This design comes from an exercise in tuning for small area and few clock cycles on the open sky130 flow, not from production work. In this exercise RTL edits were held to simulation tests only and were not proved equivalent to the original. The clock port is modelled as an ideal driver; clocking choices that lean on that would not hold on a real chip. Power figures rest on the tool's default switching activity, not on a simulated workload.

Design bq24195_csr_engine, start of the top module:
module bq24195_csr_engine (
    input  wire        clk,
    input  wire        rst,
    input  wire        cmd_valid,
    output wire        cmd_ready,
    input  wire [15:0] cmd,
    input  wire [7:0]  din,
    output reg         rsp_valid,
    output reg  [7:0]  dout,
    output reg  [2:0]  status,
    output wire        buserr_valid,
    output reg  [7:0]  buserr,
    output reg         bus_req,
    output wire        bus_rd,
    output wire [7:0]  bus_addr,
    output wire [7:0]  bus_wdata,
    input  wire        bus_ack,
    input  wire        bus_err,
    input  wire [7:0]  bus_rdata,
    input  wire [7:0]  bus_err_code
);
For scale: roughly 350 cells after synthesis, ~85 I/O pins, about 3400 um^2 of cells after synthesis.
Settings: LEC_CHECK=0, CAP_MARGIN=20, CORE_MARGIN=2, CORE_UTILIZATION=40, CTS_BUF_LIST=sky130_fd_sc_hd__clkbuf_4, GPL_TIMING_DRIVEN=0, PLACE_DENSITY=0.6, SLEW_MARGIN=20; clock period 5.0 ns.
standard.sh (not shown) runs the stock make flow with config.mk's settings and CLKGATE_MAP_FILE= SYNTH_SCRIPT=/design/flow/synth_recipe.tcl, a recipe that flattens the netlist after the stock synthesis.
==> flow/flow/run.sh <==
#!/bin/bash
# The standard layout, with these changes:
#  - the standard synthesis script, but with ABC mapping the combinational
#    logic for area (flow/abc_area.script: a minute of deep AIG
#    synthesis, then mapping with area recovery) instead of ORFS's script; the
#    registers are mapped before ABC runs and are left as they are;
#  - each port buffered by the smallest buffer instead of the delay
#    buffer that buffer_ports picks by default;
#  - synthesis buffers removed before global placement (flow/pre_place.tcl),
#    which is not timing driven;
#  - clock tree synthesis without dummy loads on the clock nets, and with
#    stronger buffers where the slew would be high (flow/post_cts.tcl).
set -euo pipefail
W=$PWD
SS=$(grep -o "SYNTH_SCRIPT=[^ ]*" standard.sh | head -1 | cut -d= -f2 | tr -d "'")
cat > "$W/flow_synth.tcl" <<EOF
proc abc {args} {
  set i [lsearch -exact \$args -script]
  if {\$i >= 0} { lset args [expr {\$i + 1}] $W/flow/abc_area.script }
  yosys abc {*}\$args
}
source $SS
EOF
bash standard.sh SYNTH_SCRIPT="$W/flow_synth.tcl" \
    BUFFER_PORTS_ARGS="-buffer_cell sky130_fd_sc_hd__buf_1" \
    PRE_GLOBAL_PLACE_TCL="$W/flow/pre_place.tcl" \
    CTS_ARGS="-sink_clustering_enable -repair_clock_nets -buf_list sky130_fd_sc_hd__clkbuf_4 -dont_use_dummy_load" \
    POST_CTS_TCL="$W/flow/post_cts.tcl" \
    finish > flow_make.log 2>&1
==> flow/flow/abc_area.script <==
strash
&get -n
&deepsyn -T 60
&dch -f
&nf -R 1000
&put
==> flow/flow/post_cts.tcl <==
# CTS builds the clock tree from clkbuf_4 only. Give the root, which drives
# the other clock buffers, a clkbuf_8, and likewise each other clock buffer
# whose output slew, estimated from the placement, exceeds 100 ps; then
# legalise the placement again.
set_propagated_clock [all_clocks]
foreach inst [get_cells clkbuf_0_*] {
  replace_cell $inst sky130_fd_sc_hd__clkbuf_8
}
estimate_parasitics -placement
foreach inst [get_cells clkbuf_*] {
  if {[get_property $inst ref_name] ne "sky130_fd_sc_hd__clkbuf_4"} {
    continue
  }
  foreach pin [get_pins -of_objects $inst -filter "direction == output"] {
    if {[get_property $pin slew_max] > 0.100} {
      puts "upsizing clock buffer [get_full_name $inst]"
      replace_cell $inst sky130_fd_sc_hd__clkbuf_8
    }
  }
}
detailed_placement
check_placement -verbose
==> flow/flow/pre_place.tcl <==
# Remove the buffers synthesis inserted (on constant and shared output
# nets) before the ports are buffered, as timing-driven placement does.
remove_buffers
The first run completed with no timing, DRC or antenna violations.
Testbench counts at the start, summed over its fixed seeds: cycles 8,716.
Then changed:
--- a/flow/flow/run.sh
+++ b/flow/flow/run.sh
@@ -12 +12 @@
-#    stronger buffers where the slew would be high (flow/post_cts.tcl).
+#    a stronger root buffer (flow/post_cts.tcl).
==> flow/flow/post_cts.tcl (replaced) <==
# CTS builds the clock tree from clkbuf_4 only; give the root, which drives
# the other clock buffers, a clkbuf_8, then legalise the placement again.
foreach inst [get_cells clkbuf_0_*] {
  replace_cell $inst sky130_fd_sc_hd__clkbuf_8
}
detailed_placement
check_placement -verbose
--- a/flow/config.mk
+++ b/flow/config.mk
@@ -10 +10 @@
-export CORE_UTILIZATION = 40
+export CORE_UTILIZATION = 65
@@ -13 +13 @@
-export PLACE_DENSITY = 0.6
+export PLACE_DENSITY = 0.8
The new run ran to the end with no violations; cell count drops by 6.6%; die area goes down by 37%; final area came out lower by 1.8%; first-iteration DRC count came out higher by 47%; total power goes down by 3.2%; setup slack loses 45 ps; register-to-register slack is better by 70 ps; via count is higher by 4.2%; routed wire length falls by 5.0%.

---

job 8504:
bq24195_csr_engine, a different RTL version from the one above (not shown whole).
Size in the first run: ~85 I/O pins, about 4300 um2 of cells after synthesis.
clock: 5.0 ns
lec_check: 0
cap_margin: 20
core_margin: 2
core_utilization: 40
cts_buf_list: sky130_fd_sc_hd__clkbuf_4
place_density: 0.6
slew_margin: 20
==> flow/flow/run.sh <==
#!/bin/bash
# The standard layout, with each port buffered by the smallest buffer
# instead of the delay buffer buffer_ports picks by default.
set -euo pipefail
bash standard.sh BUFFER_PORTS_ARGS="-buffer_cell sky130_fd_sc_hd__buf_1" finish > flow_make.log 2>&1
Job 8504: all stages complete, timing, DRC and antenna checks passed
Testbench counts of job 8504, summed over its fixed seeds: cycles 8,716.
Modified inputs, job 7357 compared to job 8504
- CTS_BUF_LIST changed from sky130_fd_sc_hd__clkbuf_4 to sky130_fd_sc_hd__clkbuf_8
==> flow/flow/run.sh <==
#!/bin/bash
# The standard layout, with two changes:
#  - the standard synthesis script, but with ABC mapping the combinational
#    logic for area (flow/abc_area.script) instead of ORFS's script; the
#    registers are mapped before ABC runs and are left as they are;
#  - each port buffered by the smallest buffer instead of the delay
#    buffer that buffer_ports picks by default.
set -euo pipefail
W=$PWD
SS=$(grep -o "SYNTH_SCRIPT=[^ ]*" standard.sh | head -1 | cut -d= -f2 | tr -d "'")
cat > "$W/flow_synth.tcl" <<EOF
proc abc {args} {
  set i [lsearch -exact \$args -script]
  if {\$i >= 0} { lset args [expr {\$i + 1}] $W/flow/abc_area.script }
  yosys abc {*}\$args
}
source $SS
EOF
bash standard.sh SYNTH_SCRIPT="$W/flow_synth.tcl" \
    BUFFER_PORTS_ARGS="-buffer_cell sky130_fd_sc_hd__buf_1" finish > flow_make.log 2>&1
==> flow/flow/abc_area.script (new file) <==
strash
dc2
dch -f
amap
Findings:
- Job 7357 consumes more power than job 8504 does.
- Changes observed in job 7357 relative to job 8504: proportion of layout cells with a drive suffix above 1 fell 4.6 points; die area fell by 1900 um2; combinational power saw a decrease; area of all placed cells without fillers shows a reduction of 470 um2; routed wire length decreased by 12% relative to the old numbers.
- Job 7357 has less setup slack than job 8504.
- Of the two values seen for largest cell class by area, multi-input gates was produced by job 8504 and sequential cells by job 7357.
- For the via count of the first global-routing pass, job 7357 came in about 7% lower than job 8504 did.
- The worst setup path endpoint comes out h_poc[0] in one run and h_ss[3] in the other, namely in job 8504 and job 7357 respectively.

---

Setup of run X:
The RTL this note starts from:
==> flow/design.v <==
module bq_cmd_decode (
    input  wire [15:0] cmd,
    output reg         legal,
    output wire [4:0]  rsel
);
    wire [3:0] op     = cmd[15:12];
    wire [3:0] regsel = cmd[11:8];
    wire [3:0] fld    = cmd[7:4];
    wire [3:0] rsv    = cmd[3:0];
    wire r0 = (regsel == 4'h0);
    wire r1 = (regsel == 4'h1);
    wire r7 = (regsel == 4'h7);
    wire r8 = (regsel == 4'h8);
    wire r9 = (regsel == 4'h9);
    assign rsel = {r9, r8, r7, r1, r0};
    wire is_writable = r0 | r1 | r7;
    wire is_readonly = r8 | r9;
    wire is_modelled = is_writable | is_readonly;
    wire f0          = (fld == 4'h0);
    wire get_fld     = (r0 & (fld < 4'd3)) | ((r1 | r7) & (fld < 4'd2)) |
                       (r8 & (fld < 4'd6)) | (r9 & (fld < 4'd4));
    wire set_fld     = (r0 & (fld < 4'd3)) | ((r1 | r7) & (fld < 4'd2));
    always @(*) begin
        legal = 1'b0;
        if (rsv == 4'h0) begin
            case (op)
                4'h1:    legal = is_modelled & f0;
                4'h2:    legal = is_writable & f0;
                4'h3:    legal = is_modelled & f0;
                4'h4:    legal = get_fld;
                4'h5:    legal = set_fld;
                4'h6:    legal = is_writable & f0;
                4'h7:    legal = is_readonly & f0;
                4'h8:    legal = r0 & f0;
                default: legal = 1'b0;
            endcase
        end
    end
endmodule
module bq_field_codec (
    input  wire [3:0] regsel,
    input  wire [3:0] fld,
    input  wire [7:0] h_isc,
    input  wire [7:0] h_poc,
    input  wire [7:0] h_moc,
    input  wire [7:0] h_ss,
    input  wire [7:0] h_flt,
    input  wire [7:0] din,
    output reg  [7:0] get_val,
    output reg        set_ok,
    output reg  [7:0] set_isc,
    output reg  [7:0] set_poc,
    output reg  [7:0] set_moc
);
    always @(*) begin
        get_val = 8'h00;
        case ({regsel, fld})
            8'h00: get_val = {7'b0, h_isc[7]};
            8'h01: get_val = {4'b0, h_isc[6:3]};
            8'h02: get_val = {5'b0, h_isc[2:0]};
            8'h10: get_val = (h_poc[5:4] == 2'b11) ? 8'h02 : {6'b0, h_poc[5:4]};
            8'h11: get_val = {5'b0, h_poc[3:1]};
            8'h70: get_val = {7'b0, h_moc[1]};
            8'h71: get_val = {7'b0, h_moc[0]};
            8'h80: get_val = {6'b0, h_ss[7:6]};
            8'h81: get_val = {6'b0, h_ss[5:4]};
            8'h82: get_val = {7'b0, h_ss[3]};
            8'h83: get_val = {7'b0, h_ss[2]};
            8'h84: get_val = {7'b0, h_ss[1]};
            8'h85: get_val = {7'b0, h_ss[0]};
            8'h90: get_val = {7'b0, h_flt[7]};
            8'h91: get_val = {6'b0, h_flt[5:4]};
            8'h92: get_val = {7'b0, h_flt[3]};
            8'h93: case (h_flt[2:0])
                       3'b000:  get_val = 8'h00;
                       3'b101:  get_val = 8'h05;
                       3'b110:  get_val = 8'h06;
                       default: get_val = 8'h07;
                   endcase
            default: ;
        endcase
    end
    always @(*) begin
        set_ok = 1'b0;
        case ({regsel, fld})
            8'h00: set_ok = (din <= 8'd1);
            8'h01: set_ok = (din <= 8'd15);
            8'h02: set_ok = (din <= 8'd7);
            8'h10: set_ok = (din <= 8'd2);
            8'h11: set_ok = (din <= 8'd7);
            8'h70: set_ok = (din <= 8'd1);
            8'h71: set_ok = (din <= 8'd1);
            default: ;
        endcase
    end
    always @(*) begin
        set_isc = h_isc;
        set_poc = h_poc;
        set_moc = h_moc;
        case (fld)
            4'h0: begin
                set_isc[7]   = din[0];
                set_poc[5:4] = din[1:0];
                set_moc[1]   = din[0];
            end
            4'h1: begin
                set_isc[6:3] = din[3:0];
                set_poc[3:1] = din[2:0];
                set_moc[0]   = din[0];
            end
            default: begin
                set_isc[2:0] = din[2:0];
            end
        endcase
    end
endmodule
module bq_addr_info (
    input  wire [7:0] addr,
    output wire [7:0] info
);
    wire valid    = (addr <= 8'h0A);
    wire writable = (addr <= 8'h07);
    wire modelled = (addr == 8'h00) || (addr == 8'h01) || (addr == 8'h07) ||
                    (addr == 8'h08) || (addr == 8'h09);
    assign info = valid ? {1'b1, writable, modelled, 1'b0, addr[3:0]} : 8'h00;
endmodule
module bq24195_csr_engine (
    input  wire        clk,
    input  wire        rst,
    input  wire        cmd_valid,
    output wire        cmd_ready,
    input  wire [15:0] cmd,
    input  wire [7:0]  din,
    output reg         rsp_valid,
    output reg  [7:0]  dout,
    output reg  [2:0]  status,
    output wire        buserr_valid,
    output reg  [7:0]  buserr,
    output reg         bus_req,
    output wire        bus_rd,
    output wire [7:0]  bus_addr,
    output wire [7:0]  bus_wdata,
    input  wire        bus_ack,
    input  wire        bus_err,
    input  wire [7:0]  bus_rdata,
    input  wire [7:0]  bus_err_code
);
    localparam ST_OK            = 3'd0;
    localparam ST_ILLEGAL_OP    = 3'd1;
    localparam ST_ILLEGAL_VALUE = 3'd2;
    localparam ST_NO_VALUE      = 3'd3;
    localparam ST_TRANSPORT     = 3'd4;
    reg [7:0] h_isc, h_poc, h_moc, h_ss, h_flt;
    reg [4:0] v;             
    reg       ba3, ba2, ba0;
    assign cmd_ready    = ~bus_req;
    assign buserr_valid = status[2];
    assign bus_rd       = ba3;
    assign bus_addr     = {4'h0, ba3, ba2, ba2, ba0};
    assign bus_wdata    = ba2 ? h_moc : (ba0 ? h_poc : h_isc);
    wire [3:0] op     = cmd[15:12];
    wire [3:0] regsel = cmd[11:8];
    wire [3:0] fld    = cmd[7:4];
    wire legal;
    wire [4:0] rsel;         
    bq_cmd_decode u_dec (
        .cmd    (cmd),
        .legal  (legal),
        .rsel   (rsel)
    );
    wire [7:0] h_sel = ({8{rsel[0]}} & h_isc) | ({8{rsel[1]}} & h_poc) |
                       ({8{rsel[2]}} & h_moc) | ({8{rsel[3]}} & h_ss)  |
                       ({8{rsel[4]}} & h_flt);
    wire       v_sel = |(rsel & v);
    wire [7:0] get_val;
    wire       set_ok;
    wire [7:0] set_isc, set_poc, set_moc;
    bq_field_codec u_codec (
        .regsel  (regsel),
        .fld     (fld),
        .h_isc   (h_isc),
        .h_poc   (h_poc),
        .h_moc   (h_moc),
        .h_ss    (h_ss),
        .h_flt   (h_flt),
        .din     (din),
        .get_val (get_val),
        .set_ok  (set_ok),
        .set_isc (set_isc),
        .set_poc (set_poc),
        .set_moc (set_moc)
    );
    wire [7:0] addr_info;
    bq_addr_info u_ai (
        .addr (din),
        .info (addr_info)
    );
    wire op_load  = (op == 4'h1);
    wire op_def   = (op == 4'h2);
    wire op_raw   = (op == 4'h3);
    wire op_get   = (op == 4'h4);
    wire op_set   = (op == 4'h5);
    wire op_write = (op == 4'h6);
    wire op_read  = (op == 4'h7);
    wire op_ai    = (op == 4'h8);
    reg [2:0] ex_status;
    reg       ex_bus;
    reg       ex_dout_we;
    reg [7:0] ex_dout;
    reg       ex_h_load, ex_h_def, ex_h_set;
    always @(*) begin
        ex_status  = ST_OK;
        ex_bus     = 1'b0;
        ex_dout_we = 1'b0;
        ex_dout    = 8'h00;
        ex_h_load  = 1'b0;
        ex_h_def   = 1'b0;
        ex_h_set   = 1'b0;
        if (!legal) begin
            ex_status = ST_ILLEGAL_OP;
        end else if (op_load) begin
            ex_h_load = 1'b1;
        end else if (op_def) begin
            ex_h_def = 1'b1;
        end else if (op_raw) begin
            if (!v_sel) ex_status = ST_NO_VALUE;
            else begin ex_dout_we = 1'b1; ex_dout = h_sel; end
        end else if (op_get) begin
            if (!v_sel) ex_status = ST_NO_VALUE;
            else begin ex_dout_we = 1'b1; ex_dout = get_val; end
        end else if (op_set) begin
            if (!set_ok) ex_status = ST_ILLEGAL_VALUE;
            else if (!v_sel) ex_status = ST_NO_VALUE;
            else ex_h_set = 1'b1;
        end else if (op_write) begin
            if (!v_sel) ex_status = ST_NO_VALUE;
            else ex_bus = 1'b1;
        end else if (op_read) begin
            ex_bus = 1'b1;
        end else begin
            ex_dout_we = 1'b1;
            ex_dout    = addr_info;
        end
    end
    wire acc     = cmd_valid & ~bus_req;
    wire ack     = bus_req & bus_ack;
    wire rd_ok   = ack & ~bus_err & ba3;
    always @(posedge clk) begin
        if (rst) begin
            rsp_valid <= 1'b0;
            bus_req   <= 1'b0;
            dout      <= 8'h00;
            status    <= ST_OK;
            buserr    <= 8'h00;
            v         <= 5'b00000;
        end else begin
            rsp_valid <= (acc & ~ex_bus) | ack;
            if (acc & ex_bus)
                bus_req <= 1'b1;
            else if (ack)
                bus_req <= 1'b0;
            if (acc & ~ex_bus) begin
                status <= ex_status;
                buserr <= 8'h00;
                if (ex_dout_we)
                    dout <= ex_dout;
                if (ex_h_load | ex_h_def)
                    v <= v | rsel;
            end else if (ack) begin
                status <= bus_err ? ST_TRANSPORT : ST_OK;
                buserr <= bus_err ? bus_err_code : 8'h00;
                if (rd_ok) begin
                    dout <= bus_rdata;
                    v    <= v | {ba0, ~ba0, 3'b000};
                end
            end
        end
    end
    always @(posedge clk) begin
        if (~bus_req) begin
            ba3 <= cmd[11];
            ba2 <= cmd[10];
            ba0 <= cmd[8];
        end
    end
    wire acc_ld  = acc & ex_h_load;
    wire acc_def = acc & ex_h_def;
    wire acc_set = acc & ex_h_set;
    always @(posedge clk) begin
        if (rsel[0] & acc_ld)  h_isc <= din;
        if (rsel[0] & acc_def) h_isc <= 8'h30;
        if (rsel[0] & acc_set) h_isc <= set_isc;
        if (rsel[1] & acc_ld)  h_poc <= din;
        if (rsel[1] & acc_def) h_poc <= 8'h1B;
        if (rsel[1] & acc_set) h_poc <= set_poc;
        if (rsel[2] & acc_ld)  h_moc <= din;
        if (rsel[2] & acc_def) h_moc <= 8'h0B;
        if (rsel[2] & acc_set) h_moc <= set_moc;
        if ((rsel[3] & acc_ld) | (rd_ok & ~ba0)) h_ss  <= acc ? din : bus_rdata;
        if ((rsel[4] & acc_ld) | (rd_ok &  ba0)) h_flt <= acc ? din : bus_rdata;
    end
endmodule
Settings: LEC_CHECK=0, CAP_MARGIN=20, CORE_MARGIN=2, CORE_UTILIZATION=40, PLACE_DENSITY=0.6, SLEW_MARGIN=20; clock period 5.0 ns.
run.sh (not shown) runs the stock make flow with config.mk's settings and CLKGATE_MAP_FILE= SYNTH_SCRIPT=/design/flow/synth_recipe.tcl, a recipe that flattens the netlist after the stock synthesis.
Stock flow here: none of the scripts above is used.
Testbench counts of run X, summed over its fixed seeds: cycles 8,716.
## Diff of input files: run R against run X
Settings: setting CTS_BUF_LIST to sky130_fd_sc_hd__clkbuf_4 for the first time.
==> flow/flow/run.sh (new file) <==
#!/bin/bash
# The standard layout, with each port buffered by the smallest buffer
# instead of the delay buffer buffer_ports picks by default.
set -euo pipefail
bash standard.sh BUFFER_PORTS_ARGS="-buffer_cell sky130_fd_sc_hd__buf_1" finish > flow_make.log 2>&1
==> flow/standard.sh (new file) <==
#!/bin/bash
# synth_recipe.tcl (not shown) runs the flow's synth.tcl, then flattens the netlist and writes it again
# the make line also repeats each setting of config.mk as NAME=value (left out here)
make -C /OpenROAD-flow-scripts/flow DESIGN_CONFIG=/design/flow/config.mk WORK_HOME=/design/flow/orfs CLKGATE_MAP_FILE= SYNTH_SCRIPT=/design/flow/synth_recipe.tcl "${@:-finish}"
removed: flow/run.sh
==> run summary <==
Run X → run R: sequential power level, utilization after layout dropped 6.6 points. Taking run X as the reference, in run R met1 wire length decreased 4.6%, final worst setup slack increased 0.23 ns, share of total power in combinational logic increased 0.2 points.

[what the ideal ports hide]
The results above use ideal ports. As a check the final layouts listed here were re-extracted and re-timed, cells and wires unchanged. Step 1 (the two cells are an assumption about what drives the block):
set clk [get_ports {clk}]
set_driving_cell -lib_cell sky130_fd_sc_hd__clkbuf_16 $clk
set_driving_cell -lib_cell sky130_fd_sc_hd__buf_2 [delete_from_list [all_inputs] $clk]
Step 2, shift: input delay + t, output delay - t, t = (earliest + latest rising clock arrival at the registers) / 2. This alone moves slack from input paths to output paths. Slacks: ideal ports / drivers / drivers and shift; pairs: ideal ports / drivers.
run	shift t [ns]	setup slack, ns	worst setup path at the end
the first run of note 1	0.364	0.373 / 0.378 / 0.014	input to register
the second run of note 1	0.363	0.329 / 0.331 / -0.033	input to register
job 8504	0.447	1.211 / 1.212 / 0.765	input to register
job 7357	0.371	0.664 / 0.669 / 0.297	input to register
run X	0.366	1.061 / 1.078 / 0.712	input to register
run R	0.463	1.294 / 1.301 / 0.838	input to register
With both steps, setup timing fails in the second run of note 1, where it was met with ideal ports. The setup slack of run R, which loses most, moves by +0.007 ns with the drivers and by -0.456 ns with both steps.
